What follows belongs to an exercise in optimizing a design on an open flow for small area, a short achievable clock period and few clock cycles; a production flow would make more cautious choices.
Only simulation tests tie the RTL to the original design; equivalence was not proved.
Power is estimated from default activity; no workload was simulated.

`design/flow/run.sh`:
```
#!/bin/bash
# synth_recipe.tcl (not shown) runs the flow's synth.tcl, then flattens the netlist and writes it again
# the make line also repeats each setting of config.mk as NAME=value (left out here)
make -C /OpenROAD-flow-scripts/flow DESIGN_CONFIG=/design/flow/config.mk WORK_HOME=/design/flow/orfs CLKGATE_MAP_FILE= SYNTH_SCRIPT=/design/flow/synth_recipe.tcl finish
```
`design/flow/constraint.sdc`:
```
create_clock -name core_clock -period 7.0 [get_ports {clk}]
set_input_delay 1.4000 -clock core_clock [delete_from_list [all_inputs] [get_ports {clk}]]
set_output_delay 1.4000 -clock core_clock [all_outputs]
set_load 0.01 [all_outputs]
```
`design/flow/design.v`:
```
module bp_unpack (
    input  wire         clk,
    input  wire         rst,
    input  wire         blk_valid,
    output wire         blk_ready,
    input  wire [5:0]   blk_width,
    input  wire         blk_first,
    input  wire         in_valid,
    output wire         in_ready,
    input  wire [127:0] in_data,
    output reg          out_valid,
    input  wire         out_ready,
    output reg  [127:0] out_data
);
    reg        busy;       
    reg [5:0]  width;      
    reg [4:0]  grp;        
    reg [5:0]  nbits;      
    reg [63:0] acc [0:3];  
    reg [31:0] off [0:3];  
    wire slot = !out_valid || out_ready;      
    wire need = (nbits < width);              
    wire step = busy && slot && (!need || in_valid);
    assign blk_ready = !busy;
    assign in_ready  = busy && slot && need;
    wire [63:0] mask = (64'd1 << width) - 64'd1;
    wire [63:0]  merged [0:3];
    wire [31:0]  value  [0:3];
    genvar j;
    generate
        for (j = 0; j < 4; j = j + 1) begin : lane
            wire [63:0] word = {32'd0, in_data[32*j +: 32]};
            assign merged[j] = acc[j] | (need ? (word << nbits) : 64'd0);
            assign value[j]  = (merged[j][31:0] & mask[31:0]) + off[j];
            always @(posedge clk) begin
                if (rst) begin
                    off[j] <= 32'd0;
                end else if (blk_valid && blk_ready) begin
                    acc[j] <= 64'd0;
                    if (blk_first)
                        off[j] <= 32'd0;
                end else if (step) begin
                    acc[j] <= merged[j] >> width;
                    off[j] <= value[j];
                end
            end
        end
    endgenerate
    always @(posedge clk) begin
        if (rst) begin
            busy      <= 1'b0;
            width     <= 6'd0;
            grp       <= 5'd0;
            nbits     <= 6'd0;
            out_valid <= 1'b0;
        end else begin
            if (blk_valid && blk_ready) begin
                busy  <= 1'b1;
                width <= blk_width;
                grp   <= 5'd0;
                nbits <= 6'd0;
            end else if (step) begin
                nbits <= nbits + (need ? 6'd32 : 6'd0) - width;
                grp   <= grp + 5'd1;
                if (grp == 5'd31)
                    busy <= 1'b0;
            end
            if (step) begin
                out_valid <= 1'b1;
                out_data  <= {value[3], value[2], value[1], value[0]};
            end else if (out_ready) begin
                out_valid <= 1'b0;
            end
        end
    end
endmodule
```
`design/flow/config.mk`:
```
export PLATFORM = sky130hd
export DESIGN_NAME = bp_unpack
export DESIGN_NICKNAME = bp_unpack
export VERILOG_FILES = /design/flow/design.v
export SDC_FILE = /design/flow/constraint.sdc
export NUM_CORES = 4
export LEC_CHECK = 0
export CAP_MARGIN = 20
export CORE_MARGIN = 2
export CORE_UTILIZATION = 30
export SLEW_MARGIN = 20
```
==> key figures, run 1 <==
CTS
  – TritonCTS clock tree: done
  – Clk sinks: about 530
  – Skew-Pair Late Insertion Delay: ~0.71 ns
  – Cts hold-fix bufs: 0
  – H-Tree Depth: 3
  – Clock Root Buffer: clkbuf_16
  – Post_cts resized: 0
  – TritonCTS Buffers: 69
  – Postcts setup bufs: 0
  – CTS max path bufs: 3
  – Worst-path clk slew: about 0.070 ns

Routing
  – WL/cell: a little under 40 µm
  – Post-route ant nets: 0
  – DRC errors left: 0
  – DR vias: between 50k and 60k
  – DR iter-0 viols: 9505
  – Iteration count of the initial detailed-routing pass: 6
  – WL final: approximately 350000 µm
  – Routed vias/inst: ~6.8

STA
  – Final slew viol count: 0
  – Min Tclk post-route: a little under 7 ns
  – Final worst setup slack: around 0.19 ns
  – Worst slew margin: 10.5%
  – Final setup vio count: 0
  – Measured slew at the worst slew-check pin: roughly 1.3 ns
  – Worst Skew: ~0.046 ns
  – Max Clk Rate: 147 MHz
  – RSZ-0062 raised after global routing: false
  – Hold WS: roughly 0.47 ns
  – Final worst path period share: a little over nine tenths
  – Hold Violations, Final: 0

Final layout
  – Commonest cells after routing, fill and taps aside: nor2_1 (727), nand2_1 (538), a21oi_1 (504)
  – Fin nets: 6677
  – Area Growth Syn to Fin: 18.1%
  – Fillcell total: between 15k and 20k
  – Post-layout util: between 30% and 40%
  – Share of cells above drive strength 1: 17.2%
  – Commonest non-fill, non-tap cell in the layout: nor2_1
  – Fin area: about 63000 µm²

GRT
  – Gr usage total: 36.6%
  – Global-route wire length before repair: 466000 µm
  – Pin count of the biggest net entering global routing: ~150
  – Initial antenna violation count: 29
  – Total grt overflow: 0
  – Vias in the first global route: ~56k

Setup path
  – CP Max Fanout: 29
  – Data required, critical path: between 7 and 8 ns
  – Critical Path Stages: 20
  – Critical path's slowest cell: nor3_1
  – WP data arrival: between 7 and 8 ns
  – Crit start category: register
  – Largest stage delay, worst path: between 1 and 1.5 ns
  – Crit path cell chain: ha_1 -> nor2b_4 -> o21ai_4 -> nand4_1 -> nor3_1 -> a211oi_1 -> buf_4 -> nor2_1 -> ha_1 -> and4_1 -> nand2_1 -> a211oi_1 -> o31a_1 -> o21a_1 -> o41ai_1 -> o21ai_0 -> o41ai_1 -> buf_4 -> xnor2_1 -> xnor2_1
  – Worst path top cell family by delay: simple AND/OR/NAND/NOR gates
  – Kind of critical path: register to register
  – Critical Path Sink Type: register
  – WP buf/inv: 2
  – R2R depth: 20

Floorplanning
  – Starting Density: between 30% and 40%
  – Core area: around 180000 µm²
  – Die H: 426 µm
  – Die W: between 400 and 500 µm
  – DIE AREA: between 150000 and 200000 µm²
  – Rows: 155
  – Ports: about 270

Synthesis
  – Synth Instances: just over 6k
  – Seq/Total Area, Yosys: 27.0%
  – Yosys reg bits: between 500 and 600
  – Synth async-reset ratio: 0%
  – Distinct cells, synth: 96
  – EDFF count, synth: approximately 380
  – Syn. warnings: 3
  – Post-synth top area share: a little over a fifth
  – Synth top area cells: edfxtp_1 (22%), mux2i_1 (9.4%), mux4_2 (8.7%)
  – Post-synthesis instance area: between 50000 and 60000 µm²
  – Most used DFF post-synth: edfxtp_1
  – Area leader, netlist: edfxtp_1
  – Net Count, Synth: ~6.4k
  – Mean post-synth cell area: roughly 9 µm²

Power and ir drop
  – LEAKAGE: around 25 nW
  – Pwr dens: approximately 270 nW/µm²
  – Maximum vdd drop: 0.203 mV

Run status
  – Status: no timing/DRC/antenna violations

Min path
  – Hold Crit Class: register to register
  – Hold path depth: 2

Run
  – Max-cap violation count: 0

Placed design
  – Placer Congestion: ~1.1
  – HPWL after detailed placement: 263000 µm
  – Number of port buffers: between 200 and 300
  – Pre-CTS setup slack: about 0.046 ns
  – Placed Area: between 60000 and 70000 µm²
[kinds of logic after synthesis]
kind of cell | after synthesis | synth area share [%]
muxes | 928 | 22.7
AOI/OAI and AO/OA | 1990 | 25.3
adders and majority gates | 144 | 3.45
buffers and inverters | 603 | 4.78
and+or+nand+nor | 1801 | 14.7
xor gates and xnor gates | 123 | 2.01
DFF | 531 | 27.0
[through the flow]
stage | total power [W] | setup TNS [ns] | instances
floorplan | 0.00861 | -43.16 | 6120
global placement | 0.0127 | 0 | 8674
detailed placement | 0.0127 | 0 | 8675
CTS | 0.0164 | 0 | 8800
global route | 0.0171 | 0 | 8803
finish | 0.0169 | 0 | 8822
[power breakdown]
part	internal (W)	switching [W]
Clock	0.00208	0.00164
Combinational	0.00284	0.00628
Sequential	0.00386	0.000180
[cells in the mapped netlist (all sizes together), types with 56 or more instances]
master and n:
and2 60, a22o 115, nor2 753, clkbuf 304, o211ai 69, o22ai 111, nor2b 56, inv 101
nor3 103, nand2 543, ha 138, a21oi 508, edfxtp 384, dfxtp 147, mux2 217, o221ai 71
mux2i 505, mux4 206, a211oi 103, nand3 95, buf 193, a21o 76, xnor2 93, a22oi 104
o21ai 325, a221oi 80, a31oi 56
[final timing paths]
path | startpoint | to | slack (ns)
max | nbits[1] | out_data[95] | 0.19
min | grp[4] | grp[4] | 0.47
max reg2reg | nbits[1] | out_data[95] | 0.19
min reg2reg | grp[4] | grp[4] | 0.47
[metal layers]
layer	vias to the layer above	share of wire, %	GRT usage (%)
li1	24215	-	-
met1	29493	37	44.8
met2	4800	43	55.6
met3	1223	11	9.62
met4	14	9.0	26.5
met5	-	0.025	0
[layout make-up]
type                            count  area (µm²)  share of cell area (%)
Clock inverter                     38         338                   0.534
Sequential cell                   531       14500                    23.0
Clock buffer                       87        1900                    3.00
Antenna cell                       20        50.0                  0.0792
Multi-Input combinational cell   4986       36900                    58.3
Timing Repair Buffer              699        6180                    9.78
Tap cell                         2355        2950                    4.66
Inverter                          106         438                   0.693
[registers in the layout, summed over array words and instances, names as in the netlist]
register / cells
out_data: 128
nbits: 6
acc: 256
off: 128
grp: 5
busy: 1
width: 6
out_valid: 1
[tightest hold or removal path, stage by stage (launching register included)]
cell and delay, ns:
dfxtp_1 0.31, nand2_1 0.05, a21oi_1 0.06
Testbench counts, summed over its fixed seeds: cycles 16,904.
==> run 2: changes to the inputs <==
==> design/flow/design.v (replaced) <==
module bp_unpack (
    input  wire         clk,
    input  wire         rst,
    input  wire         blk_valid,
    output wire         blk_ready,
    input  wire [5:0]   blk_width,
    input  wire         blk_first,
    input  wire         in_valid,
    output wire         in_ready,
    input  wire [127:0] in_data,
    output reg          out_valid,
    input  wire         out_ready,
    output reg  [127:0] out_data
);
    reg        busy;       
    reg [5:0]  width;      
    reg [4:0]  grp;        
    reg [5:0]  s;          
    reg        needw;      
    reg        zf;         
    reg [31:0] R [0:3];    
    wire slot = !out_valid || out_ready;
    wire step = busy && slot && (!needw || in_valid);
    wire last = step && (grp == 5'd31);
    wire take = blk_valid && blk_ready;
    assign blk_ready = !busy || last;
    assign in_ready  = busy && slot && needw;
    wire [6:0] t     = {1'b0, s} + {1'b0, width};
    wire       tgt   = (t > 7'd32);
    wire [5:0] s_nx  = tgt ? (t[5:0] - 6'd32) : t[5:0];
    wire [6:0] t_nx  = {1'b0, s_nx} + {1'b0, width};
    wire [31:0] mask = (width[5] ? 32'hFFFFFFFF : ((32'd1 << width[4:0]) - 32'd1));
    wire [31:0] value [0:3];
    genvar j;
    generate
        for (j = 0; j < 4; j = j + 1) begin : lane
            wire [31:0] w   = in_data[32*j +: 32];
            wire [31:0] lo  = s[5] ? w : R[j];
            wire [62:0] win = {w[30:0], lo};
            wire [31:0] fld = win >> s[4:0];
            wire [31:0] off = zf ? 32'd0 : out_data[32*j +: 32];
            assign value[j] = (fld & mask) + off;
            always @(posedge clk) begin
                if (step && needw)
                    R[j] <= w;
            end
        end
    endgenerate
    always @(posedge clk) begin
        if (rst) begin
            busy      <= 1'b0;
            width     <= 6'd0;
            grp       <= 5'd0;
            s         <= 6'd32;
            needw     <= 1'b0;
            zf        <= 1'b0;
            out_valid <= 1'b0;
        end else begin
            if (take) begin
                busy  <= 1'b1;
                width <= blk_width;
                grp   <= 5'd0;
                s     <= 6'd32;
                needw <= (blk_width != 6'd0);
                zf    <= blk_first;
            end else if (step) begin
                grp   <= grp + 5'd1;
                s     <= s_nx;
                needw <= (t_nx > 7'd32);
                zf    <= 1'b0;
                if (last)
                    busy <= 1'b0;
            end
            if (step)
                out_valid <= 1'b1;
            else if (out_ready)
                out_valid <= 1'b0;
        end
    end
    always @(posedge clk) begin
        if (step)
            out_data <= {value[3], value[2], value[1], value[0]};
    end
endmodule
==> run 2 against run 1 <==
Die area down 44%. Wire length down 65%. Area after synthesis down 44%. First-iteration DRC count down 70%. Sequential cell count down 254. Sequential share of layout area up 0.13 points. Critical endpoint is now out_data[127].
==> key figures, run 2 <==
Routing
  – DR iter-0 viols: 2817 (-70%)
  – Highest routed layer: met4
  – Met1 Wirelength: 48100 µm (-62%)
  – Routed wl met3: 7420 µm (-81%)
  – WL/cell: 25.2 µm (-36%)
  – Routed vias/inst: 5.63 (-17%)
  – DR vias: 27.1k (-55%)
  – Post-route ant nets: 0 (unchanged)
  – Routed wl met2: 57900 µm (-61%)
  – WL final: 122000 µm (-65%)
  – Iteration count of the initial detailed-routing pass: 6 (unchanged)
  – DRC errors left: 0 (unchanged)

Floorplanning
  – Starting Density: 30.4% (+0.24 points)
  – Ports: 271 (unchanged)
  – Core area: 98600 µm² (-45%)
  – Die H: 320 µm (-25%)
  – Die W: 320 µm (-25%)
  – DIE AREA: 102000 µm² (-44%)
  – Rows: 115 (-26%)

GRT
  – Initial antenna violation count: 9 (-69%)
  – Pin count of the biggest net entering global routing: 141 (-3.4%)
  – Gr usage total: 23.2% (-13 points)
  – Total grt overflow: 0 (unchanged)
  – Vias in the first global route: 26.2k (-53%)
  – Global-route wire length before repair: 178000 µm (-62%)

STA
  – Hold Violations, Final: 0 (unchanged)
  – Final setup vio count: 0 (unchanged)
  – Final slew viol count: 0 (unchanged)
  – Max Clk Rate: 169 MHz (+15%)
  – Worst slew margin: 18.9% (+8.4 points)
  – Measured slew at the worst slew-check pin: 1.22 ns (-0.116 ns)
  – RSZ-0062 raised after global routing: false
  – Worst Skew: 0.0261 ns (-0.0200 ns)
  – Min Tclk post-route: 5.93 ns (-0.874 ns)
  – Final worst path period share: 84.8% (-12 points)
  – Hold WS: 0.459 ns (-0.0122 ns)
  – Total negative slack: 0 ns (unchanged)

Setup path
  – CP Max Fanout: 14 (-52%)
  – Kind of critical path: register to register
  – R2r setup slk: 1.07 ns (+0.87 ns)
  – Critical Path Sink Type: register
  – Data required, critical path: 7.32 ns (-0.09 ns)
  – WP data arrival: 6.25 ns (-0.97 ns)
  – Crit start category: register
  – R2R depth: 22 (+10%)

Synthesis
  – EDFF count, synth: 256 (-33%)
  – Synth async-reset ratio: 0% (unchanged)
  – Syn. warnings: 2 (-1)
  – Synth Instances: 3322 (-46%)
  – Area leader, netlist: edfxtp_1
  – Synth cell count leaders: nand2_1 (485), nor2_1 (358), mux2i_1 (289)
  – Net Count, Synth: 3607 (-44%)
  – Seq/Total Area, Yosys: 27.1% (+0.072 points)
  – Yosys reg bits: 277 (-48%)
  – Distinct cells, synth: 80 (-17%)
  – Post-synthesis instance area: 29900 µm² (-44%)
  – Post-synth top area share: 25.7% (+4.2 points)
  – Most frequent cell after synthesis: nand2_1
  – Mean post-synth cell area: 9.01 µm² (+2.9%)
  – Synth top area cells: edfxtp_1 (26%), mux4_2 (13%), mux2i_1 (9.7%)
  – Most used DFF post-synth: edfxtp_1

CTS
  – Skew-Pair Late Insertion Delay: 0.59 ns (-0.12 ns)
  – H-Tree Depth: 2 (-1)
  – CTS max path bufs: 3 (unchanged)
  – Worst-path clk slew: 0.06 ns (about the same)
  – Cts hold-fix bufs: 0 (unchanged)
  – Post_cts resized: 0 (unchanged)
  – TritonCTS clock tree: done
  – Postcts setup bufs: 0 (unchanged)
  – TritonCTS Buffers: 38 (-45%)
  – Clock Root Buffer: clkbuf_16
  – Clk sinks: 277 (-48%)

Placed design
  – Number of port buffers: 270 (unchanged)
  – Placer Congestion: 1.00 (-5.5%)
  – HPWL after detailed placement: 96400 µm (-63%)

Min path
  – Hold Crit Class: register to register
  – Hold path depth: 2 (unchanged)

Power and ir drop
  – Maximum vdd drop: 0.162 mV (-20%)
  – Pwr dens: 227 nW/µm² (-15%)
  – LEAKAGE: 14.2 nW (-42%)

Final layout
  – Share of cells above drive strength 1: 12.2% (-4.9 points)
  – Commonest cells after routing, fill and taps aside: nand2_1 (485), nor2_1 (358), mux2i_1 (289)
  – Top flop regs: R: 128 flops, out_data: 128 flops
  – Commonest non-fill, non-tap cell in the layout: nand2_1
  – Fin nets: 3775 (-43%)
  – Area Growth Syn to Fin: 17.8%

Run
  – Max-cap violation count: 0 (unchanged)

Run status
  – Status: no timing/DRC/antenna violations
[run 2: power by group]
part / internal [W] / switching [W] / leakage (nW) / total (W)
combinational: 0.00150 / 0.00212 / 11.0 / 0.00362
clock: 0.00125 / 0.000849 / 0.635 / 0.00210
sequential: 0.00211 / 0.000175 / 2.55 / 0.00229
total: 0.00487 / 0.00314 / 14.2 / 0.00801
[run 2: worst max-delay path, stage by stage, from the launching register on]
cell and delay (ns):
dfxtp_1 0.31, nor2_1 0.37, inv_1 0.15, nor2_1 0.20
nand2_1 0.10, ha_1 0.38, nor2_1 0.44, nand2_1 0.19
nor2_1 0.15, a21oi_1 0.05, nor2_1 0.10, a211oi_1 0.07
buf_4 0.23, a211oi_1 0.71, ha_1 0.45, nand4_1 0.16
inv_1 0.07, a2111oi_2 0.41, a211oi_1 0.20, a2111oi_2 0.49
o31ai_1 0.15, a21oi_1 0.20, xnor2_1 0.11
[run 2: per-layer routing]
layer	vias to the layer above	global-route usage, %
met5	-	0
met1	13098	28.6
li1	12681	-
met4	0	14.2
met3	248	3.06
met2	1070	38.7
[run 2: logic make-up (layout without fill, tap and decap cells)]
logic type | count (synthesis) | in the layout | share of synthesized area [%]
xor gates and xnor gates | 114 | 114 | 3.34
adders and majority gates | 145 | 145 | 6.22
AOI/OAI and AO/OA | 753 | 753 | 15.8
buffers and inverters | 297 | 494 | 4.59
DFF | 277 | 277 | 27.1
other | 0 | 9 | 0
muxes | 531 | 531 | 25.2
and+or+nand+nor | 1205 | 1205 | 17.7
[run 2: per-stage QoR]
stage	std cells	cell area (µm²)	total power (W)	setup slack [ns]	util, %
after global routing	4815	35300	0.00843	0.642	35.8
final	4815	35300	0.00801	1.07	35.8
after detailed placement	4737	33900	0.00590	0.731	34.4
after floorplan	3322	29900	0.00453	0.961	-
after global placement	4735	33900	0.00589	0.755	34.4
after CTS	4806	35200	0.00803	1.11	35.7
[run 2: final timing paths]
check                       end     start
hold / removal           grp[4]    grp[4]
setup reg to reg  out_data[127]  width[2]
setup / recovery  out_data[127]  width[2]
hold reg to reg          grp[4]    grp[4]
[run 2: final cells by class]
| class | instances | area [µm²] |
|---|---|---|
| Antenna cell | 9 | 22.5 |
| Multi-Input combinational cell | 2748 | 20500 |
| Inverter | 66 | 264 |
| Sequential cell | 277 | 8130 |
| Clock inverter | 24 | 300 |
| Fill cell | 9994 | 63300 |
| Clock buffer | 45 | 998 |
| Tap cell | 1287 | 1610 |
| Timing Repair Buffer | 359 | 3470 |
Testbench counts of run 2, summed over its fixed seeds: cycles 16,400.
==> run 3: changes to the inputs <==
--- a/design/flow/design.v
+++ b/design/flow/design.v
@@ -19,27 +19,37 @@
     reg        needw;      
     reg        zf;         
     reg [31:0] R [0:3];    
-    wire slot = !out_valid || out_ready;
-    wire step = busy && slot && (!needw || in_valid);
+    reg         dv;        
+    reg         dz;        
+    reg [127:0] D;         
+    wire adv  = !out_valid || out_ready;
+    wire step = busy && adv && (!needw || in_valid);
     wire last = step && (grp == 5'd31);
     wire take = blk_valid && blk_ready;
     assign blk_ready = !busy || last;
-    assign in_ready  = busy && slot && needw;
+    assign in_ready  = busy && adv && needw;
     wire [6:0] t     = {1'b0, s} + {1'b0, width};
     wire       tgt   = (t > 7'd32);
     wire [5:0] s_nx  = tgt ? (t[5:0] - 6'd32) : t[5:0];
     wire [6:0] t_nx  = {1'b0, s_nx} + {1'b0, width};
-    wire [31:0] mask = (width[5] ? 32'hFFFFFFFF : ((32'd1 << width[4:0]) - 32'd1));
-    wire [31:0] value [0:3];
+    wire [31:0] mask;
+    genvar k;
+    generate
+        for (k = 0; k < 32; k = k + 1) begin : mk
+            assign mask[k] = (width > k);
+        end
+    endgenerate
+    wire [127:0] fld;
+    wire [127:0] value;
     genvar j;
     generate
         for (j = 0; j < 4; j = j + 1) begin : lane
             wire [31:0] w   = in_data[32*j +: 32];
             wire [31:0] lo  = s[5] ? w : R[j];
             wire [62:0] win = {w[30:0], lo};
-            wire [31:0] fld = win >> s[4:0];
-            wire [31:0] off = zf ? 32'd0 : out_data[32*j +: 32];
-            assign value[j] = (fld & mask) + off;
+            assign fld[32*j +: 32] = (win >> s[4:0]) & mask;
+            wire [31:0] off = dz ? 32'd0 : out_data[32*j +: 32];
+            assign value[32*j +: 32] = D[32*j +: 32] + off;
             always @(posedge clk) begin
                 if (step && needw)
                     R[j] <= w;
@@ -54,6 +64,7 @@
             s         <= 6'd32;
             needw     <= 1'b0;
             zf        <= 1'b0;
+            dv        <= 1'b0;
             out_valid <= 1'b0;
         end else begin
             if (take) begin
@@ -71,14 +82,18 @@
                 if (last)
                     busy <= 1'b0;
             end
-            if (step)
-                out_valid <= 1'b1;
-            else if (out_ready)
-                out_valid <= 1'b0;
+            if (adv) begin
+                dv        <= step;
+                out_valid <= dv;
+            end
         end
     end
     always @(posedge clk) begin
-        if (step)
-            out_data <= {value[3], value[2], value[1], value[0]};
+        if (step) begin
+            D     <= fld;
+            dz    <= zf;
+        end
+        if (adv && dv)
+            out_data <= value;
     end
 endmodule
==> run 3 against run 2 <==
Clock power increased by about 30%. Register-to-register slack improved by 1.8 ns. Sequential share of layout area increased by 7.7 points. Non-clock buffer count decreased by 55. Hold slack improved by 0.0015 ns. Critical path type is now primary input to output port. Clock-buffer cell count increased by 12. Final cell count increased by 5.6%. Combinational power decreased by 36%.
==> key figures, run 3 <==
Power and ir drop
  – LEAKAGE: 14.7 nW (+3.7%)
  – Pwr dens: 206 nW/µm² (-9.2%)
  – Maximum vdd drop: 0.226 mV (+39%)

Routing
  – Routed vias/inst: 5.52 (-1.9%)
  – DR iter-0 viols: 3364 (+19%)
  – Iteration count of the initial detailed-routing pass: 6 (unchanged)
  – Post-route ant nets: 0 (unchanged)
  – DRC errors left: 0 (unchanged)
  – DR vias: 28.1k (+3.7%)
  – WL final: 119000 µm (-2.5%)
  – WL/cell: 23.3 µm (-7.7%)

Synthesis
  – Synth top area cells: edfxtp_1 (35%), mux4_2 (14%), nand2_1 (6.4%)
  – Syn. warnings: 2 (unchanged)
  – Post-synthesis instance area: 33400 µm² (+12%)
  – Synth cell count leaders: nand2_1 (573), edfxtp_1 (385), nor2_1 (320)
  – Distinct cells, synth: 81 (+1.3%)
  – Net Count, Synth: 3715 (+3.0%)
  – Post-synth top area share: 34.6% (+8.9 points)
  – Area leader, netlist: edfxtp_1
  – Synth async-reset ratio: 0% (unchanged)
  – Yosys reg bits: 407 (+47%)
  – Synth Instances: 3431 (+3.3%)
  – EDFF count, synth: 385 (+50%)
  – Seq/Total Area, Yosys: 35.9% (+8.8 points)
  – Most frequent cell after synthesis: nand2_1
  – Mean post-synth cell area: 9.74 µm² (+8.2%)
  – Most used DFF post-synth: edfxtp_1

Floorplanning
  – Die W: 338 µm (+5.6%)
  – Rows: 122 (+6.1%)
  – Ports: 271 (unchanged)
  – DIE AREA: 114000 µm² (+12%)
  – Die H: 338 µm (+5.6%)
  – Core area: 111000 µm² (+12%)
  – Starting Density: 30.2% (-0.14 points)

GRT
  – Initial antenna violation count: 13 (+4)
  – Top Usage Layer GRT: met1
  – GR Util met1: 30.2% (+1.6 points)
  – Met3 GRT Util: 4.50% (+1.4 points)
  – Global-route wire length before repair: 174000 µm (-2.1%)
  – Vias in the first global route: 25.8k (-1.4%)
  – Pin count of the biggest net entering global routing: 152 (+7.8%)
  – Met2 usage: 28.8% (-9.9 points)
  – Total grt overflow: 0 (unchanged)
  – Gr usage total: 20.2% (-3.0 points)

Final layout
  – Area Growth Syn to Fin: 16.9%
  – Non-filler cells, final: 5087 (+5.6%)
  – Fin nets: 3835 (+1.6%)
  – Commonest cells after routing, fill and taps aside: nand2_1 (573), edfxtp_1 (385), nor2_1 (320)
  – Fillcell total: 11.1k (+11%)
  – Commonest non-fill, non-tap cell in the layout: nand2_1
  – Post-layout util: 35.3% (-0.44 points)
  – Share of cells above drive strength 1: 10.8% (-1.4 points)
  – Fin area: 39100 µm² (+11%)
  – Top flop regs: D: 128 flops, R: 128 flops, out_data: 128 flops

Placed design
  – HPWL after detailed placement: 91500 µm (-5.1%)
  – DP Cell Count: 4986 (+5.3%)
  – Placer Congestion: 0.958 (-4.3%)
  – Number of port buffers: 270 (unchanged)
  – Placed Area: 37400 µm² (+10%)

STA
  – Final worst path period share: 62.9% (-22 points)
  – Min Tclk post-route: 4.40 ns (-1.53 ns)
  – Worst slew margin: 30.6% (+12 points)
  – Hold Violations, Final: 0 (unchanged)
  – RSZ-0062 raised after global routing: false
  – Measured slew at the worst slew-check pin: 1.03 ns (-0.188 ns)
  – Final setup vio count: 0 (unchanged)
  – Max Clk Rate: 227 MHz (+35%)
  – Worst Skew: 0.0189 ns (-0.00717 ns)
  – Final slew viol count: 0 (unchanged)
  – Total negative slack: 0 ns (unchanged)

CTS
  – TritonCTS clock tree: done
  – Post_cts resized: 0 (unchanged)
  – Postcts setup bufs: 0 (unchanged)
  – Clk sinks: 407 (+47%)
  – Cts hold-fix bufs: 0 (unchanged)
  – H-Tree Depth: 2 (unchanged)
  – Worst-path clk slew: 0.06 ns (about the same)
  – Skew-Pair Late Insertion Delay: 0.64 ns (+0.05 ns)
  – Clock Root Buffer: clkbuf_16
  – TritonCTS Buffers: 51 (+34%)
  – CTS max path bufs: 3 (unchanged)

Setup path
  – Critical Path Sink Type: output port
  – CP Max Fanout: 9 (-5)
  – Crit path cell chain: clkdlybuf4s50_1 -> nand2b_1 -> nand3_1 -> nand2_1 -> clkdlybuf4s50_1
  – Crit start category: primary input
  – Data required, critical path: 5.60 ns (-1.72 ns)
  – Largest stage delay, worst path: 0.59 ns (-0.12 ns)
  – WP data arrival: 3.00 ns (-3.25 ns)
  – Kind of critical path: primary input to output port
  – Critical path's slowest cell: clkdlybuf4s50_1
  – Most Frequent Cell on Critical Path: clkdlybuf4s50_1

Min path
  – Hold Crit Class: register to register

Run status
  – Status: no timing/DRC/antenna violations

Run
  – Max-cap violation count: 0 (unchanged)
run 3: stage by stage:
stage / hold WS (ns) / setup WS (ns) / total power (W)
2_1_floorplan: 0.408 / 0.895 / 0.00453
3_3_place_gp: 0.445 / 2.59 / 0.00532
3_5_place_dp: 0.449 / 2.60 / 0.00534
4_1_cts: 0.463 / 2.59 / 0.00810
5_1_grt: 0.483 / 2.48 / 0.00842
6_report: 0.461 / 2.60 / 0.00807
run 3: cell families (layout without fill, tap and decap cells):
group,count (synthesis),in the layout,synth area share (%)
mux,411,411,20.0
flops,407,407,35.9
xor+xnor,115,115,3.01
other cells,0,6,0
buf+inv,293,455,3.68
simple gates,1278,1278,16.9
compound gates,783,783,15.0
fa+ha+maj,144,144,5.52
run 3: power by group:
part	total (W)	switching, W	internal [W]
clock	0.00273	0.00114	0.00159
sequential	0.00301	0.000128	0.00288
combinational	0.00233	0.00138	0.000950
total	0.00807	0.00265	0.00542
run 3: worst max-delay path, delay by kind of cell:
kind                   cells  cell delay (ns)
and+or+nand+nor            3             0.56
buffers and inverters      2             1.03
run 3: path summary, 6_finish.rpt:
check	end	slack, ns	from	cells after the start
min reg2reg	dz	0.46	zf	0
max	blk_ready	2.60	out_ready	5
min	dz	0.46	zf	0
max reg2reg	out_data[94]	2.83	dz	14
run 3: layout make-up:
type	instances	area (µm²)	area share [%]
multi-input cells	2731	20200	51.7
clock buffers	57	1320	3.38
diodes	6	15.0	0.0384
repair buffers	304	3050	7.79
inverters	56	224	0.573
well taps	1488	1860	4.76
clock inverters	38	397	1.01
flip-flops and latches	407	12000	30.8
run 3: metal layers:
| metal | vias up | wire length [µm] |
|---|---|---|
| met1 | 13638 | 54200 |
| met5 | - | 43 |
| met2 | 1246 | 49800 |
| met4 | 6 | 3650 |
| met3 | 180 | 10900 |
| li1 | 13018 | - |
Testbench counts of run 3, summed over its fixed seeds: cycles 16,408.
==> run 4: changes to the inputs <==
==> design/flow/design.v (replaced) <==
module bp_unpack (
    input  wire         clk,
    input  wire         rst,
    input  wire         blk_valid,
    output wire         blk_ready,
    input  wire [5:0]   blk_width,
    input  wire         blk_first,
    input  wire         in_valid,
    output wire         in_ready,
    input  wire [127:0] in_data,
    output reg          out_valid,
    input  wire         out_ready,
    output reg  [127:0] out_data
);
    reg        pv;         
    reg [5:0]  pw;
    reg        pf;
    reg        busy;       
    reg [5:0]  width;      
    reg        wz;         
    reg [4:0]  grp;        
    reg [4:0]  s;          
    reg        strad;      
    reg        cons;       
    reg        zf;         
    reg        rv;         
    reg [127:0] R;         
    reg         dv;        
    reg         dz;        
    reg [127:0] D;         
    wire adv  = !out_valid || out_ready;
    wire step = busy && adv && (wz || (rv && (!strad || in_valid)));
    wire last = step && (grp == 5'd31);
    wire take = pv && (!busy || last);
    assign blk_ready = !pv;
    assign in_ready  = !rv || (busy && adv && cons);
    wire [4:0] s_nx = s + width[4:0];
    wire [6:0] t_nx = {2'b0, s_nx} + {1'b0, width};
    wire [31:0] mask;
    genvar k;
    generate
        for (k = 0; k < 32; k = k + 1) begin : mk
            assign mask[k] = (width > k);
        end
    endgenerate
    wire [127:0] fld;
    wire [127:0] value;
    genvar j;
    generate
        for (j = 0; j < 4; j = j + 1) begin : lane
            wire [62:0] win = {in_data[32*j +: 31], R[32*j +: 32]};
            reg  [38:0] l1;
            reg  [32:0] l2;
            reg  [31:0] l3;
            integer i;
            always @* begin
                for (i = 0; i < 39; i = i + 1)
                    case (s[4:3])
                        2'd0: l1[i] = win[i];
                        2'd1: l1[i] = win[i + 8];
                        2'd2: l1[i] = win[i + 16];
                        default: l1[i] = win[i + 24];
                    endcase
                for (i = 0; i < 33; i = i + 1)
                    case (s[2:1])
                        2'd0: l2[i] = l1[i];
                        2'd1: l2[i] = l1[i + 2];
                        2'd2: l2[i] = l1[i + 4];
                        default: l2[i] = l1[i + 6];
                    endcase
                for (i = 0; i < 32; i = i + 1)
                    l3[i] = s[0] ? l2[i + 1] : l2[i];
            end
            assign fld[32*j +: 32] = l3 & mask;
            wire [31:0] off = dz ? 32'd0 : out_data[32*j +: 32];
            assign value[32*j +: 32] = D[32*j +: 32] + off;
        end
    endgenerate
    always @(posedge clk) begin
        if (in_valid && in_ready)
            R <= in_data;
    end
    always @(posedge clk) begin
        if (rst) begin
            busy      <= 1'b0;
            width     <= 6'd0;
            wz        <= 1'b1;
            grp       <= 5'd0;
            s         <= 5'd0;
            strad     <= 1'b0;
            cons      <= 1'b0;
            zf        <= 1'b0;
            rv        <= 1'b0;
            pv        <= 1'b0;
            dv        <= 1'b0;
            out_valid <= 1'b0;
        end else begin
            if (in_valid && in_ready)
                rv <= 1'b1;
            else if (step && cons)
                rv <= 1'b0;
            if (blk_valid && blk_ready) begin
                pv <= 1'b1;
                pw <= blk_width;
                pf <= blk_first;
            end else if (take) begin
                pv <= 1'b0;
            end
            if (take) begin
                busy  <= 1'b1;
                width <= pw;
                wz    <= (pw == 6'd0);
                grp   <= 5'd0;
                s     <= 5'd0;
                strad <= 1'b0;
                cons  <= (pw == 6'd32);
                zf    <= pf;
            end else if (step) begin
                grp   <= grp + 5'd1;
                s     <= s_nx;
                strad <= (t_nx > 7'd32);
                cons  <= (t_nx >= 7'd32) && !wz;
                zf    <= 1'b0;
                if (last)
                    busy <= 1'b0;
            end
            if (adv) begin
                dv        <= step;
                out_valid <= dv;
            end
        end
    end
    always @(posedge clk) begin
        if (step) begin
            D  <= fld;
            dz <= zf;
        end
        if (adv && dv)
            out_data <= value;
    end
endmodule
--- a/design/flow/config.mk
+++ b/design/flow/config.mk
@@ -8,4 +8,5 @@
 export CAP_MARGIN = 20
 export CORE_MARGIN = 2
 export CORE_UTILIZATION = 30
+export SETUP_SLACK_MARGIN = 3.3
 export SLEW_MARGIN = 20
==> run 4 against run 3 <==
Clock-buffer cell count rose by 5. Setup slack improved by 0.64 ns. Via count fell by 16%. Die area fell by 9.9%. Hold slack improved by 0.0076 ns. Area after synthesis fell by 10%. Still clean on timing, DRC and antenna. Utilization rose by 0.48 points. Sequential share of layout area rose by 3.7 points. Sequential power rose by 3%. Global-route usage fell by 2.9 points. Critical endpoint is now in_ready. Fmax rose by 17%. Non-clock buffer count fell by 12.
==> key figures, run 4 <==
Setup path
  – Crit path cell chain: clkdlybuf4s50_1 -> nand2b_4 -> nand3_1 -> nand2_1 -> clkbuf_2
  – Data required, critical path: 5.60 ns (about the same)
  – Worst r2r dst: out_data[27]
  – Critical Path Sink Type: output port
  – WP data arrival: 2.36 ns (-0.64 ns)
  – Worst reg2reg startpoint: dz
  – Kind of critical path: primary input to output port
  – Largest stage delay, worst path: 0.45 ns (-0.14 ns)
  – R2R depth: 11 (-3)
  – Crit start category: primary input
  – CP Max Fanout: 5 (-4)
  – R2r setup slk: 3.49 ns (+0.66 ns)
  – Critical path's slowest cell: clkdlybuf4s50_1
  – Critical Path Start: out_ready

Synthesis
  – EDFF count, synth: 392 (+1.8%)
  – Synth Instances: 3031 (-12%)
  – Area leader, netlist: edfxtp_1
  – Syn. warnings: 1 (-1)
  – Net Count, Synth: 3312 (-11%)
  – Most frequent cell after synthesis: nor2_1
  – Post-synth top area share: 39.1% (+4.6 points)
  – Mean post-synth cell area: 9.92 µm² (+1.8%)
  – Most used DFF post-synth: edfxtp_1
  – Synth cell count leaders: nor2_1 (525), nand2_1 (429), edfxtp_1 (392)
  – Seq/Total Area, Yosys: 40.8% (+4.9 points)
  – Synth top area cells: edfxtp_1 (39%), mux4_2 (10%), nor2_1 (6.6%)
  – Post-synthesis instance area: 30100 µm² (-10%)
  – Synth async-reset ratio: 0% (unchanged)
  – Yosys reg bits: 417 (+2.5%)
  – Distinct cells, synth: 76 (-6.2%)

Power and ir drop
  – Switching Share: 30.3% (-2.6 points)
  – Pwr dens: 213 nW/µm² (+3.5%)
  – Combinational fraction of design power: 23.8% (-5.1 points)
  – Clock share of power: 35.6% (+1.8 points)
  – Sw power: 0.00231 W (-13%)
  – Maximum vdd drop: 0.160 mV (-29%)
  – Seq pwr share: 40.6% (+3.3 points)
  – Int Power: 0.00532 W (-1.9%)
  – LEAKAGE: 14.0 nW (-4.9%)
  – Total power: 0.00762 W (-5.5%)

Min path
  – Hold Crit Class: register to register
  – Hold Path Sink: dz
  – HP Start: zf
  – Hold path depth: 0 (unchanged)

STA
  – Total negative slack: 0 ns (unchanged)
  – Min Tclk post-route: 3.76 ns (-0.642 ns)
  – RSZ-0062 raised after global routing: true
  – Final worst path period share: 53.7% (-9.2 points)
  – Max Clk Rate: 266 MHz (+17%)
  – Measured slew at the worst slew-check pin: 0.998 ns (-0.0298 ns)
  – Final slew viol count: 0 (unchanged)
  – Worst Skew: 0.0251 ns (+0.00618 ns)
  – Final setup vio count: 0 (unchanged)
  – Hold Violations, Final: 0 (unchanged)
  – Worst slew margin: 33.4% (+2.9 points)

Placed design
  – Placed Area: 33900 µm² (-9.1%)
  – Placer Congestion: 0.908 (-5.2%)
  – HPWL after detailed placement: 71400 µm (-22%)
  – Number of port buffers: 270 (unchanged)

Final layout
  – Fillcell total: 9939 (-11%)
  – Commonest non-fill, non-tap cell in the layout: nor2_1
  – Fin nets: 3487 (-9.1%)
  – Top flop regs: D: 128 flops, R: 128 flops, out_data: 128 flops
  – Fin area: 35700 µm² (-8.7%)
  – Commonest cells after routing, fill and taps aside: nor2_1 (523), nand2_1 (429), edfxtp_1 (392)
  – Area Growth Syn to Fin: 18.7%
  – Share of cells above drive strength 1: 10.1% (-0.70 points)

Floorplanning
  – Die W: 321 µm (-5.1%)
  – DIE AREA: 103000 µm² (-9.9%)
  – Starting Density: 30.2% (-0.050 points)
  – Rows: 116 (-4.9%)
  – Core area: 99700 µm² (-9.9%)
  – Die H: 321 µm (-5.1%)
  – Ports: 271 (unchanged)

Routing
  – DRC errors left: 0 (unchanged)
  – WL final: 91600 µm (-23%)
  – Iteration count of the initial detailed-routing pass: 5 (-1)
  – DR iter-0 viols: 2353 (-30%)
  – Routed vias/inst: 5.16 (-6.5%)
  – DR vias: 23.5k (-16%)
  – Post-route ant nets: 0 (unchanged)
  – WL/cell: 20.1 µm (-14%)

CTS
  – Cts hold-fix bufs: 0 (unchanged)
  – CTS max path bufs: 3 (unchanged)
  – H-Tree Depth: 2 (unchanged)
  – Worst-path clk slew: 0.06 ns (about the same)
  – Skew-Pair Late Insertion Delay: 0.62 ns (-0.02 ns)
  – Clk sinks: 417 (+2.5%)
  – TritonCTS Buffers: 50 (-2.0%)
  – TritonCTS clock tree: done
  – Clock Root Buffer: clkbuf_16

GRT
  – Pin count of the biggest net entering global routing: 132 (-13%)
  – Initial antenna violation count: 18 (+5)
  – Gr usage total: 17.3% (-2.9 points)
  – Vias in the first global route: 22.0k (-15%)
  – Total grt overflow: 0 (unchanged)
  – Global-route wire length before repair: 136000 µm (-22%)

Run status
  – Status: no timing/DRC/antenna violations

Run
  – Max-cap violation count: 0 (unchanged)
run 4: cell types whose count changed after synthesis, moves of 23 or more:
cell,delta
nor2_1,+205
nand2_1,-144
a211oi_1,-124
mux4_2,-66
a21oi_1,-62
o21ai_0,-48
nor3_1,-42
and2_1,-25
buf_2,-23
run 4: layer usage:
layer	vias to the layer above	GRT usage, %	share of wire (%)
met2	770	25.1	42
met3	148	3.81	7.5
met1	11153	25.7	48
met4	26	5.06	2.8
li1	11398	-	-
met5	-	0	0.18
run 4: how the worst max path moves through the flow:
stage               slack, ns           to  cells after the start
floorplan                3.12  out_data[0]                      3
global route             3.17     in_ready                      5
detailed placement       2.84     in_ready                      5
finish                   3.24     in_ready                      5
global placement         2.83     in_ready                      5
CTS                      3.11     in_ready                      5
run 4: worst max-delay path, delay by kind of cell:
family / cells / cell delay, ns
buf+inv: 2 / 0.59
simple gates: 3 / 0.36
run 4: final cells by class:
class	instances	area, µm²	share of cell area (%)
Multi-Input combinational cell	2401	17000	47.6
Clock buffer	62	1360	3.80
Inverter	44	180	0.505
Timing Repair Buffer	292	2900	8.14
Clock inverter	32	353	0.988
Antenna cell	6	15.0	0.0421
Sequential cell	417	12300	34.4
Tap cell	1298	1620	4.55
run 4: cells by family after synthesis:
group	share of synthesized area, %
DFF	40.8
AOI/OAI and AO/OA	11.3
xor gates and xnor gates	3.38
buffers and inverters	2.85
muxes	17.7
and+or+nand+nor	18.0
adders and majority gates	6.02
run 4: through the flow:
stage,instances,hold WS [ns],util (%),setup WS (ns)
6_report,4552,0.469,35.8,3.24
5_1_grt,4548,0.475,35.8,3.17
4_1_cts,4546,0.468,35.8,3.11
3_5_place_dp,4450,0.459,34.0,2.84
3_3_place_gp,4450,0.447,34.0,2.83
2_1_floorplan,3031,0.401,-,3.12
run 4: repair_timing:
| action | 4_1_cts | 5_1_grt |
|---|---|---|
| resized for setup | 2 | 5 |
| buffers inserted | 2 | 0 |
| endpoints found under the setup margin | 9 | 6 |
run 4: power groups by stage:
stage | clock network (W) | registers (W) | logic, W
final | 0.00271 | 0.00309 | 0.00182
after global routing | 0.00287 | 0.00311 | 0.00200
after CTS | 0.00278 | 0.00309 | 0.00180
after detailed placement | 0 | 0.00315 | 0.00179
after global placement | 0 | 0.00315 | 0.00177
after floorplan | 0 | 0.00308 | 0.00124
Testbench counts of run 4, summed over its fixed seeds: cycles 16,416.
==> run 5: changes to the inputs <==
--- a/design/flow/config.mk
+++ b/design/flow/config.mk
@@ -8,5 +8,4 @@
 export CAP_MARGIN = 20
 export CORE_MARGIN = 2
 export CORE_UTILIZATION = 30
-export SETUP_SLACK_MARGIN = 3.3
 export SLEW_MARGIN = 20
==> run 5 against run 4 <==
First-iteration DRC count decreased by 2.5%. Still clean. Final cell count decreased by 0.18%. Design area decreased by 0.52%. Global-route usage increased by 0.080 points. Sequential power about the same. Clock-buffer cell count increased by 2. Hold slack got worse by 0.037 ns. Clock skew increased by 0.0023 ns.
==> key figures, run 5 <==
Run status
  – Status: no timing/DRC/antenna violations

Routing
  – Iteration count of the initial detailed-routing pass: 6 (+1)
  – Post-route ant nets: 0 (unchanged)
  – DR iter-0 viols: 2293 (-2.5%)
  – WL/cell: 20.1 µm (+0.15%)
  – DRC errors left: 0 (unchanged)
  – DR vias: 23.4k (-0.37%)
  – WL final: 91600 µm (about the same)
  – Routed vias/inst: 5.15 (-0.19%)

Placed design
  – Placed Area: 33900 µm² (about the same)
  – HPWL after detailed placement: 70500 µm (-1.3%)
  – Number of port buffers: 270 (unchanged)
  – Placer Congestion: 0.897 (-1.2%)
  – Pre-CTS setup slack: 2.76 ns (-0.0862 ns)

Setup path
  – Kind of critical path: primary input to output port
  – Largest stage delay, worst path: 0.54 ns (+0.09 ns)
  – WP data arrival: 2.85 ns (+0.49 ns)
  – Critical Path Sink Type: output port
  – Data required, critical path: 5.60 ns (about the same)
  – Worst reg2reg startpoint: dz
  – Crit path cell chain: clkdlybuf4s50_1 -> nand2b_1 -> nand3_1 -> nand2_1 -> clkdlybuf4s50_1
  – Most Frequent Cell on Critical Path: clkdlybuf4s50_1
  – Critical Path Start: out_ready
  – CP Max Fanout: 5 (unchanged)
  – Critical path's slowest cell: clkdlybuf4s50_1
  – Crit start category: primary input

GRT
  – Global-route wire length before repair: 138000 µm (+0.92%)
  – Total grt overflow: 0 (unchanged)
  – Pin count of the biggest net entering global routing: 177 (+34%)
  – Gr usage total: 17.4% (+0.080 points)
  – Initial antenna violation count: 13 (-5)
  – Vias in the first global route: 22.0k (+0.041%)

Power and ir drop
  – Combinational fraction of design power: 24.5% (+0.7 points)
  – Seq pwr share: 41.4% (+0.8 points)
  – Switching Share: 31.0% (+0.75 points)
  – LEAKAGE: 13.9 nW (-0.60%)
  – Maximum vdd drop: 0.162 mV (+1.1%)
  – Pwr dens: 210 nW/µm² (-1.7%)
  – Clock share of power: 34.1% (-1.5 points)
  – Sw power: 0.00231 W (+0.20%)
  – Int Power: 0.00514 W (-3.3%)

Synthesis
  – Post-synthesis instance area: 30100 µm² (unchanged)
  – Synth top area cells: edfxtp_1 (39%), mux4_2 (10%), nor2_1 (6.6%)
  – Distinct cells, synth: 76 (unchanged)
  – Synth async-reset ratio: 0% (unchanged)
  – Synth Instances: 3031 (unchanged)
  – Synth cell count leaders: nor2_1 (525), nand2_1 (429), edfxtp_1 (392)
  – Net Count, Synth: 3312 (unchanged)
  – Syn. warnings: 1 (unchanged)
  – Post-synth top area share: 39.1% (unchanged)
  – Most frequent cell after synthesis: nor2_1
  – Mean post-synth cell area: 9.92 µm² (unchanged)
  – Area leader, netlist: edfxtp_1
  – Seq/Total Area, Yosys: 40.8% (unchanged)
  – EDFF count, synth: 392 (unchanged)
  – Most used DFF post-synth: edfxtp_1
  – Yosys reg bits: 417 (unchanged)

Floorplanning
  – Rows: 116 (unchanged)
  – Ports: 271 (unchanged)
  – Die H: 321 µm (unchanged)
  – DIE AREA: 103000 µm² (unchanged)
  – Core area: 99700 µm² (unchanged)
  – Starting Density: 30.2% (unchanged)
  – Die W: 321 µm (unchanged)

STA
  – Measured slew at the worst slew-check pin: 1.06 ns (+0.0632 ns)
  – Worst Skew: 0.0274 ns (+0.00231 ns)
  – Final worst path period share: 60.7% (+7.0 points)
  – Min Tclk post-route: 4.25 ns (+0.488 ns)
  – Worst slew margin: 29.2% (-4.2 points)
  – Final slew viol count: 0 (unchanged)
  – Final setup vio count: 0 (unchanged)
  – Hold Violations, Final: 0 (unchanged)
  – Max Clk Rate: 235 MHz (-11%)
  – RSZ-0062 raised after global routing: false
  – Final worst setup slack: 2.75 ns (-0.488 ns)
  – Total negative slack: 0 ns (unchanged)

CTS
  – Skew-Pair Late Insertion Delay: 0.62 ns (about the same)
  – Postcts setup bufs: 0 (-2)
  – CTS max path bufs: 3 (unchanged)
  – Clk sinks: 417 (unchanged)
  – Cts hold-fix bufs: 0 (unchanged)
  – TritonCTS clock tree: done
  – TritonCTS Buffers: 50 (unchanged)
  – Clock Root Buffer: clkbuf_16
  – H-Tree Depth: 2 (unchanged)
  – Post_cts resized: 0 (-2)
  – Worst-path clk slew: 0.06 ns (about the same)

Final layout
  – Fin nets: 3480 (-0.20%)
  – Area Growth Syn to Fin: 18.1%
  – Fillcell total: 9959 (+0.20%)
  – Top flop regs: D: 128 flops, R: 128 flops, out_data: 128 flops
  – Commonest cells after routing, fill and taps aside: nor2_1 (523), nand2_1 (429), edfxtp_1 (392)
  – Fin area: 35500 µm² (-0.52%)
  – Commonest non-fill, non-tap cell in the layout: nor2_1
  – Share of cells above drive strength 1: 9.63% (-0.47 points)

Min path
  – HP Start: zf
  – Hold Crit Class: register to register

Run
  – Max-cap violation count: 0 (unchanged)
run 5: cell counts after synthesis:
No cell type changed its count.
run 5: metrics by stage:
stage | power [W] | instances | hold slack, ns | utilization, %
finish | 0.00745 | 4544 | 0.431 | 35.6
global placement | 0.00492 | 4445 | 0.419 | 34.0
floorplan | 0.00434 | 3031 | 0.401 | -
detailed placement | 0.00494 | 4445 | 0.421 | 34.0
global route | 0.00781 | 4542 | 0.444 | 35.6
CTS | 0.00751 | 4538 | 0.434 | 35.6
run 5: cell type report:
cell class,count,area [µm²],share of cell area (%)
Sequential cell,417,12300,34.6
Inverter,44,174,0.490
Antenna cell,6,15.0,0.0423
Clock buffer,64,1380,3.88
Timing Repair Buffer,285,2880,8.10
Tap cell,1298,1620,4.57
Multi-Input combinational cell,2401,17000,47.8
Clock inverter,29,199,0.560
run 5: critical path, delay by kind of cell:
| kind | cells | cell delay, ns |
|---|---|---|
| simple gates | 3 | 0.45 |
| buf+inv | 2 | 0.99 |
run 5: path summary, 6_finish.rpt:
check	endpoint	slack [ns]	cells past startpoint
max	in_ready	2.75	5
min	dz	0.43	0
max reg2reg	out_data[28]	3.16	12
min reg2reg	dz	0.43	0
run 5: cell families after synthesis:
logic type / after synthesis / synth area share (%)
flip-flops: 417 / 40.8
buffers and inverters: 213 / 2.85
AND/OR/NAND/NOR: 1251 / 18.0
XOR/XNOR: 116 / 3.38
AO/OA/AOI/OAI: 539 / 11.3
adder cells (fa/ha/maj): 141 / 6.02
multiplexers: 354 / 17.7
run 5: layer usage:
layer	track usage [%]	vias to the layer above	part of all wire [%]
li1	-	11387	-
met5	0	-	0.11
met3	4.09	140	7.3
met4	5.12	16	2.8
met1	25.4	11180	48
met2	25.4	685	42
run 5: power by group through the flow:
stage / Sequential (W) / Combinational (W) / Clock, W
2_1_floorplan: 0.00310 / 0.00124 / 0
3_3_place_gp: 0.00313 / 0.00179 / 0
3_5_place_dp: 0.00314 / 0.00180 / 0
4_1_cts: 0.00308 / 0.00181 / 0.00262
5_1_grt: 0.00310 / 0.00201 / 0.00270
6_report: 0.00308 / 0.00182 / 0.00254
==> run 6: changes to the inputs <==
--- a/design/flow/design.v
+++ b/design/flow/design.v
@@ -45,6 +45,28 @@
     endgenerate
     wire [127:0] fld;
     wire [127:0] value;
+    function [31:0] add32;
+        input [31:0] a, b;
+        reg [31:0] g, p;
+        integer i, l;
+        begin
+            g = a & b;
+            p = a ^ b;
+            for (l = 0; l < 5; l = l + 1)
+                for (i = 0; i < 32; i = i + 1)
+                    if ((i % (2 << l)) == (2 << l) - 1) begin
+                        g[i] = g[i] | (p[i] & g[i - (1 << l)]);
+                        p[i] = p[i] & p[i - (1 << l)];
+                    end
+            for (l = 3; l >= 0; l = l - 1)
+                for (i = 0; i < 32; i = i + 1)
+                    if (i >= (3 << l) - 1 && (i % (2 << l)) == (1 << l) - 1) begin
+                        g[i] = g[i] | (p[i] & g[i - (1 << l)]);
+                        p[i] = p[i] & p[i - (1 << l)];
+                    end
+            add32 = a ^ b ^ {g[30:0], 1'b0};
+        end
+    endfunction
     genvar j;
     generate
         for (j = 0; j < 4; j = j + 1) begin : lane
@@ -73,7 +95,7 @@
             end
             assign fld[32*j +: 32] = l3 & mask;
             wire [31:0] off = dz ? 32'd0 : out_data[32*j +: 32];
-            assign value[32*j +: 32] = D[32*j +: 32] + off;
+            assign value[32*j +: 32] = add32(D[32*j +: 32], off);
         end
     endgenerate
     always @(posedge clk) begin
--- a/design/flow/config.mk
+++ b/design/flow/config.mk
@@ -8,4 +8,5 @@
 export CAP_MARGIN = 20
 export CORE_MARGIN = 2
 export CORE_UTILIZATION = 30
+export SETUP_SLACK_MARGIN = 3.3
 export SLEW_MARGIN = 20
==> run 6 against run 5 <==
Design area decreased by 3.9%. Critical path depth stayed put. Clock power down 2%. Via count decreased by 14%. Register-to-register slack gained 0.25 ns. First-iteration DRC count fell by 24%. Clock-buffer cell count fell by 12. Critical path type unchanged. Area after synthesis shrank 5.9%. Largest power group unchanged.
==> key figures, run 6 <==
Setup path
  – Crit path cell chain: clkdlybuf4s50_1 -> nand2b_4 -> nand3_2 -> nand2_2 -> buf_6
  – Worst reg2reg startpoint: dz
  – R2r setup slk: 3.41 ns (+0.25 ns)
  – WP data arrival: 2.25 ns (-0.60 ns)
  – Largest stage delay, worst path: 0.45 ns (-0.09 ns)
  – Worst r2r dst: out_data[63]
  – Crit start category: primary input
  – R2R depth: 14 (+2)
  – Critical path's slowest cell: clkdlybuf4s50_1
  – Critical Path Sink Type: output port
  – Kind of critical path: primary input to output port
  – CP Max Fanout: 2 (-3)
  – Data required, critical path: 5.60 ns (about the same)

Min path
  – Hold Path Sink: strad
  – Hold path depth: 2 (+2)
  – HP Start: strad
  – Hold Crit Class: register to register

Routing
  – Routed vias/inst: 4.89 (-5.0%)
  – WL/cell: 20.3 µm (+0.53%)
  – Iteration count of the initial detailed-routing pass: 8 (+2)
  – DRC errors left: 0 (unchanged)
  – WL final: 83400 µm (-8.9%)
  – Post-route ant nets: 0 (unchanged)
  – DR vias: 20.2k (-14%)
  – DR iter-0 viols: 1752 (-24%)

GRT
  – Vias in the first global route: 19.3k (-12%)
  – Total grt overflow: 0 (unchanged)
  – Gr usage total: 16.8% (-0.65 points)
  – Initial antenna violation count: 16 (+3)
  – Global-route wire length before repair: 124000 µm (-10%)
  – Pin count of the biggest net entering global routing: 179 (+1.1%)

STA
  – Hold Violations, Final: 0 (unchanged)
  – Max Clk Rate: 274 MHz (+16%)
  – Total negative slack: 0 ns (unchanged)
  – Final setup vio count: 0 (unchanged)
  – Worst slew margin: 20.2% (-9.0 points)
  – Min Tclk post-route: 3.65 ns (-0.601 ns)
  – Final worst setup slack: 3.35 ns (+0.601 ns)
  – RSZ-0062 raised after global routing: true
  – Worst Skew: 0.0226 ns (-0.00481 ns)
  – Final slew viol count: 0 (unchanged)
  – Final worst path period share: 52.1% (-8.6 points)
  – Measured slew at the worst slew-check pin: 1.20 ns (+0.135 ns)

CTS
  – Clk sinks: 417 (unchanged)
  – TritonCTS Buffers: 47 (-6.0%)
  – TritonCTS clock tree: done
  – Cts hold-fix bufs: 0 (unchanged)
  – Clock Root Buffer: clkbuf_16
  – Worst-path clk slew: 0.05 ns (about the same)
  – H-Tree Depth: 2 (unchanged)
  – CTS max path bufs: 3 (unchanged)
  – Skew-Pair Late Insertion Delay: 0.59 ns (-0.03 ns)

Final layout
  – Commonest cells after routing, fill and taps aside: nor2_1 (455), edfxtp_1 (392), nand2_1 (373)
  – Fin area: 34100 µm² (-3.9%)
  – Area Growth Syn to Fin: 20.6%
  – Non-filler cells, final: 4118 (-9.4%)
  – Fin nets: 3157 (-9.3%)
  – Share of cells above drive strength 1: 12.9% (+3.2 points)
  – Commonest non-fill, non-tap cell in the layout: nor2_1
  – Top flop regs: D: 128 flops, R: 128 flops, out_data: 128 flops

Placed design
  – Placer Congestion: 0.868 (-3.3%)
  – DP Cell Count: 4009 (-9.8%)
  – Number of port buffers: 270 (unchanged)
  – HPWL after detailed placement: 63300 µm (-10%)
  – Placed Area: 32100 µm² (-5.4%)
  – Pre-CTS setup slack: 2.67 ns (-0.0861 ns)

Synthesis
  – Yosys reg bits: 417 (unchanged)
  – Synth async-reset ratio: 0% (unchanged)
  – Most used DFF post-synth: edfxtp_1
  – Post-synthesis instance area: 28300 µm² (-5.9%)
  – Net Count, Synth: 2940 (-11%)
  – Synth top area cells: edfxtp_1 (42%), mux4_2 (11%), nor2_1 (6.1%)
  – Most frequent cell after synthesis: nor2_1
  – Mean post-synth cell area: 10.9 µm² (+9.4%)
  – Area leader, netlist: edfxtp_1
  – Synth cell count leaders: nor2_1 (457), edfxtp_1 (392), nand2_1 (375)
  – Seq/Total Area, Yosys: 43.4% (+2.6 points)
  – Post-synth top area share: 41.6% (+2.5 points)
  – Synth Instances: 2607 (-14%)
  – EDFF count, synth: 392 (unchanged)
  – Syn. warnings: 1 (unchanged)
  – Distinct cells, synth: 54 (-29%)

Floorplanning
  – Ports: 271 (unchanged)
  – Core area: 93300 µm² (-6.4%)
  – Die H: 311 µm (-3.0%)
  – DIE AREA: 96800 µm² (-5.8%)
  – Die W: 311 µm (-3.0%)
  – Rows: 112 (-3.4%)
  – Starting Density: 30.3% (+0.16 points)

Power and ir drop
  – Pwr dens: 208 nW/µm² (-0.89%)
  – LEAKAGE: 13.6 nW (-1.7%)
  – Total power: 0.00710 W (-4.7%)
  – Maximum vdd drop: 0.162 mV (+0.37%)

Run status
  – Status: no timing/DRC/antenna violations

Run
  – Max-cap violation count: 0 (unchanged)
-- run 6: logic make-up after synthesis --
| kind of cell | share of synthesized area, % |
|---|---|
| compound gates | 6.07 |
| fa+ha+maj | 10.3 |
| xor+xnor | 2.29 |
| flops | 43.4 |
| buf+inv | 4.02 |
| simple gates | 15.5 |
| mux | 18.5 |
-- run 6: stage by stage --
| stage | utilization [%] | hold slack [ns] |
|---|---|---|
| after global routing | 36.6 | 0.546 |
| after detailed placement | 34.4 | 0.483 |
| after floorplan | - | 0.401 |
| final | 36.6 | 0.489 |
| after CTS | 36.2 | 0.496 |
| after global placement | 34.4 | 0.469 |
-- run 6: worst max-delay path, delay by kind of cell --
kind | cells | cell delay, ns
simple gates | 3 | 0.29
buf+inv | 2 | 0.55
-- run 6: layout make-up --
cell class	instances	area, µm²
Antenna cell	3	7.51
Clock buffer	52	1190
Clock inverter	34	328
Fill cell	9264	59200
Inverter	113	435
Multi-Input combinational cell	1938	15100
Sequential cell	417	12300
Tap cell	1254	1570
Timing Repair Buffer	307	3180
-- run 6: how the worst max path moves through the flow --
| stage | start | endpoint | slack (ns) |
|---|---|---|---|
| 2_1_floorplan | out_ready | out_data[0] | 3.12 |
| 3_3_place_gp | dz | out_data[63] | 2.73 |
| 3_5_place_dp | dz | out_data[63] | 2.67 |
| 4_1_cts | dz | out_data[63] | 3.30 |
| 5_1_grt | dz | out_data[31] | 3.26 |
| 6_report | out_ready | in_ready | 3.35 |
-- run 6: metal layers --
layer / part of all wire [%] / vias to the layer above / wire [µm] / track usage (%)
met4: 3.2 / 26 / 2640 / 4.96
met3: 7.1 / 145 / 5910 / 4.10
met2: 43 / 568 / 36000 / 25.1
li1: - / 9689 / - / -
met1: 46 / 9722 / 38700 / 23.9
met5: 0.19 / - / 162 / 0
-- run 6: power breakdown --
| part | total, W | internal (W) | switching (W) |
|---|---|---|---|
| clock | 0.00248 | 0.00142 | 0.00106 |
| sequential | 0.00307 | 0.00296 | 0.000105 |
| combinational | 0.00155 | 0.000660 | 0.000886 |
-- run 6: what timing repair did --
action / 4_1_cts / 5_1_grt
pin swaps: 3 / 26
gates cloned: 3 / 2
endpoints found under the setup margin: 31 / 12
resized for setup: 14 / 48
setup buffers: 5 / 10
Testbench counts of run 6, summed over its fixed seeds: cycles 16,416.
==> run 7: changes to the inputs <==
--- a/design/flow/config.mk
+++ b/design/flow/config.mk
@@ -8,5 +8,5 @@
 export CAP_MARGIN = 20
 export CORE_MARGIN = 2
 export CORE_UTILIZATION = 30
-export SETUP_SLACK_MARGIN = 3.3
+export SETUP_SLACK_MARGIN = 4.0
 export SLEW_MARGIN = 20
==> run 7 against run 6 <==
Final cell count up 2.3%. Critical path depth up 11. Utilization up 1.9 points. Critical path type is now register to register. Still clean. Setup slack better by 0.15 ns. Non-clock buffer count up 88. Design area up 5.1%. Sequential share of layout area down 1.7 points. Clock power up 6%.
==> key figures, run 7 <==
CTS
  – TritonCTS clock tree: done
  – H-Tree Depth: 2 (unchanged)
  – Clock Root Buffer: clkbuf_16
  – Cts hold-fix bufs: 0 (unchanged)
  – Clk sinks: 417 (unchanged)
  – Worst-path clk slew: 0.06 ns (about the same)
  – Skew-Pair Late Insertion Delay: 0.62 ns (+0.03 ns)
  – CTS max path bufs: 3 (unchanged)
  – TritonCTS Buffers: 49 (+4.3%)

Floorplanning
  – Starting Density: 30.3% (unchanged)
  – Die H: 311 µm (unchanged)
  – Core area: 93300 µm² (unchanged)
  – Rows: 112 (unchanged)
  – DIE AREA: 96800 µm² (unchanged)
  – Ports: 271 (unchanged)
  – Die W: 311 µm (unchanged)

GRT
  – Total grt overflow: 0 (unchanged)
  – Met3 GRT Util: 4.45% (+0.35 points)
  – Met2 usage: 25.9% (+0.83 points)
  – Global-route wire length before repair: 127000 µm (+2.6%)
  – Vias in the first global route: 20.0k (+3.6%)
  – GR Util met1: 23.9% (about the same)
  – Pin count of the biggest net entering global routing: 168 (-6.1%)
  – Top Usage Layer GRT: met2
  – Initial antenna violation count: 18 (+2)
  – Gr usage total: 17.1% (+0.36 points)

Final layout
  – Commonest non-fill, non-tap cell in the layout: nor2_1
  – Commonest cells after routing, fill and taps aside: nor2_1 (451), edfxtp_1 (392), nand2_1 (369)
  – Top flop regs: D: 128 flops, R: 128 flops, out_data: 128 flops
  – Share of cells above drive strength 1: 20.5% (+7.6 points)
  – Fin nets: 3249 (+2.9%)
  – Area Growth Syn to Fin: 26.8%

Synthesis
  – Post-synthesis mux area share: 18.5% (unchanged)
  – Synth async-reset ratio: 0% (unchanged)
  – Seq/Total Area, Yosys: 43.4% (unchanged)
  – Net Count, Synth: 2940 (unchanged)
  – Synth top area cells: edfxtp_1 (42%), mux4_2 (11%), nor2_1 (6.1%)
  – Syn. warnings: 1 (unchanged)
  – Post-synthesis instance area: 28300 µm² (unchanged)
  – Post-Synth Simple-Gate Area: 15.5% (unchanged)
  – Distinct cells, synth: 54 (unchanged)
  – Post-synth top area share: 41.6% (unchanged)
  – Compound-Gate Fraction of Synth Area: 6.07% (unchanged)
  – Mean post-synth cell area: 10.9 µm² (unchanged)
  – Adder-cell share of the synthesized area: 10.3% (unchanged)
  – Most frequent cell after synthesis: nor2_1
  – Synth Instances: 2607 (unchanged)
  – Yosys reg bits: 417 (unchanged)
  – Largest family of logic cells by synthesized area: multiplexers
  – Post-Synth XOR/XNOR Area: 2.29% (unchanged)
  – Area leader, netlist: edfxtp_1
  – Synth cell count leaders: nor2_1 (457), edfxtp_1 (392), nand2_1 (375)
  – EDFF count, synth: 392 (unchanged)
  – Most used DFF post-synth: edfxtp_1

Routing
  – WL/cell: 20.3 µm (about the same)
  – DR iter-0 viols: 1642 (-6.3%)
  – Iteration count of the initial detailed-routing pass: 6 (-2)
  – WL final: 85400 µm (+2.3%)
  – DRC errors left: 0 (unchanged)
  – DR vias: 20.7k (+2.5%)
  – Post-route ant nets: 0 (unchanged)
  – Routed vias/inst: 4.91 (+0.26%)

STA
  – Max Clk Rate: 286 MHz (+4.4%)
  – Final worst path period share: 49.9% (-2.2 points)
  – Hold Violations, Final: 0 (unchanged)
  – RSZ-0062 raised after global routing: true
  – Worst slew margin: 34.9% (+15 points)
  – Measured slew at the worst slew-check pin: 0.976 ns (-0.221 ns)
  – Total negative slack: 0 ns (unchanged)
  – Final setup vio count: 0 (unchanged)
  – Worst Skew: 0.0262 ns (+0.00362 ns)
  – Min Tclk post-route: 3.49 ns (-0.153 ns)
  – Final slew viol count: 0 (unchanged)

Power and ir drop
  – Total power: 0.00738 W (+3.9%)
  – Pwr dens: 206 nW/µm² (-1.1%)
  – LEAKAGE: 14.7 nW (+7.4%)
  – Maximum vdd drop: 0.147 mV (-9.2%)

Min path
  – HP Start: dv
  – Hold Crit Class: register to register

Setup path
  – CP Max Fanout: 8 (+6)
  – Largest stage delay, worst path: 0.43 ns (-0.02 ns)
  – Critical path's slowest cell: edfxtp_1
  – Critical Path Start: dz
  – Crit start category: register
  – Crit path cell chain: buf_12 -> buf_6 -> buf_12 -> nor2b_4 -> ha_4 -> fa_2 -> a211o_1 -> a21oi_4 -> a211oi_2 -> o21ai_2 -> a31oi_2 -> nand2_2 -> o31ai_4 -> fa_2 -> xnor2_2 -> xnor2_1
  – WP data arrival: 3.87 ns (+1.62 ns)
  – Worst reg2reg startpoint: dz
  – Kind of critical path: register to register
  – Data required, critical path: 7.38 ns (+1.78 ns)
  – Critical Path Sink Type: register

Placed design
  – Number of port buffers: 270 (unchanged)
  – Placer Congestion: 0.878 (+1.1%)
  – HPWL after detailed placement: 63700 µm (+0.64%)

Run
  – Max-cap violation count: 0 (unchanged)

Run status
  – Status: no timing/DRC/antenna violations
run 7: cell type report:
| type | instances | area, µm² |
|---|---|---|
| Tap cell | 1254 | 1570 |
| Inverter | 113 | 460 |
| Sequential cell | 417 | 12300 |
| Antenna cell | 1 | 2.50 |
| Timing Repair inverter | 2 | 20.0 |
| Timing Repair Buffer | 395 | 3970 |
| Fill cell | 9102 | 57500 |
| Multi-Input combinational cell | 1938 | 15900 |
| Clock inverter | 32 | 304 |
| Clock buffer | 60 | 1340 |
run 7: final timing paths:
| check | end | slack (ns) | cells past startpoint |
|---|---|---|---|
| hold / removal | dv | 0.49 | 2 |
| setup reg to reg | out_data[31] | 3.51 | 16 |
| setup / recovery | out_data[31] | 3.51 | 16 |
| hold reg to reg | dv | 0.49 | 2 |
run 7: power breakdown:
group | switching [W] | internal, W | leakage, nW
sequential | 0.000116 | 0.00296 | 3.87
combinational | 0.000933 | 0.000742 | 9.99
clock | 0.00113 | 0.00150 | 0.798
total | 0.00218 | 0.00520 | 14.7
run 7: what timing repair did:
| action | 4_1_cts | 5_1_grt |
|---|---|---|
| cloned | 5 | 1 |
| endpoints found under the setup margin | 398 | 145 |
| resized for setup | 234 | 118 |
| pin swaps | 47 | 52 |
| buffers inserted | 64 | 35 |
run 7: cells by family after synthesis:
group / count (synthesis)
AO/OA/AOI/OAI: 290
XOR/XNOR: 74
adder cells (fa/ha/maj): 193
buffers and inverters: 252
flip-flops: 417
multiplexers: 345
AND/OR/NAND/NOR: 1036
run 7: through the flow:
step	instance area [µm²]	setup WS [ns]	std cells	utilization [%]	hold slack, ns
6_report	35900	3.51	4212	38.4	0.490
2_1_floorplan	28500	3.12	2607	-	0.401
3_5_place_dp	32200	2.83	4014	34.5	0.476
3_3_place_gp	32200	2.87	4014	34.5	0.466
4_1_cts	35100	3.53	4175	37.6	0.491
5_1_grt	35900	3.39	4212	38.4	0.528
run 7: worst max-delay path: cells and delay by family, from the launching register on:
family	cells	cell delay (ns)
flops	1	0.43
fa+ha+maj	3	0.89
xor+xnor	2	0.26
buf+inv	3	0.41
compound gates	6	1.08
simple gates	2	0.19
run 7: routing by layer:
| metal | vias up | routed length [µm] |
|---|---|---|
| met1 | 9996 | 38600 |
| li1 | 9858 | - |
| met4 | 32 | 2840 |
| met2 | 620 | 37800 |
| met3 | 157 | 5910 |
| met5 | - | 203 |

Setup slack of run 7, layout unchanged: 3.508 ns with ideal ports, 3.508 ns with driving cells assumed (clock clkbuf_16, inputs buf_2), 3.423 ns with port delays also shifted by the 0.671 ns mid clock arrival.
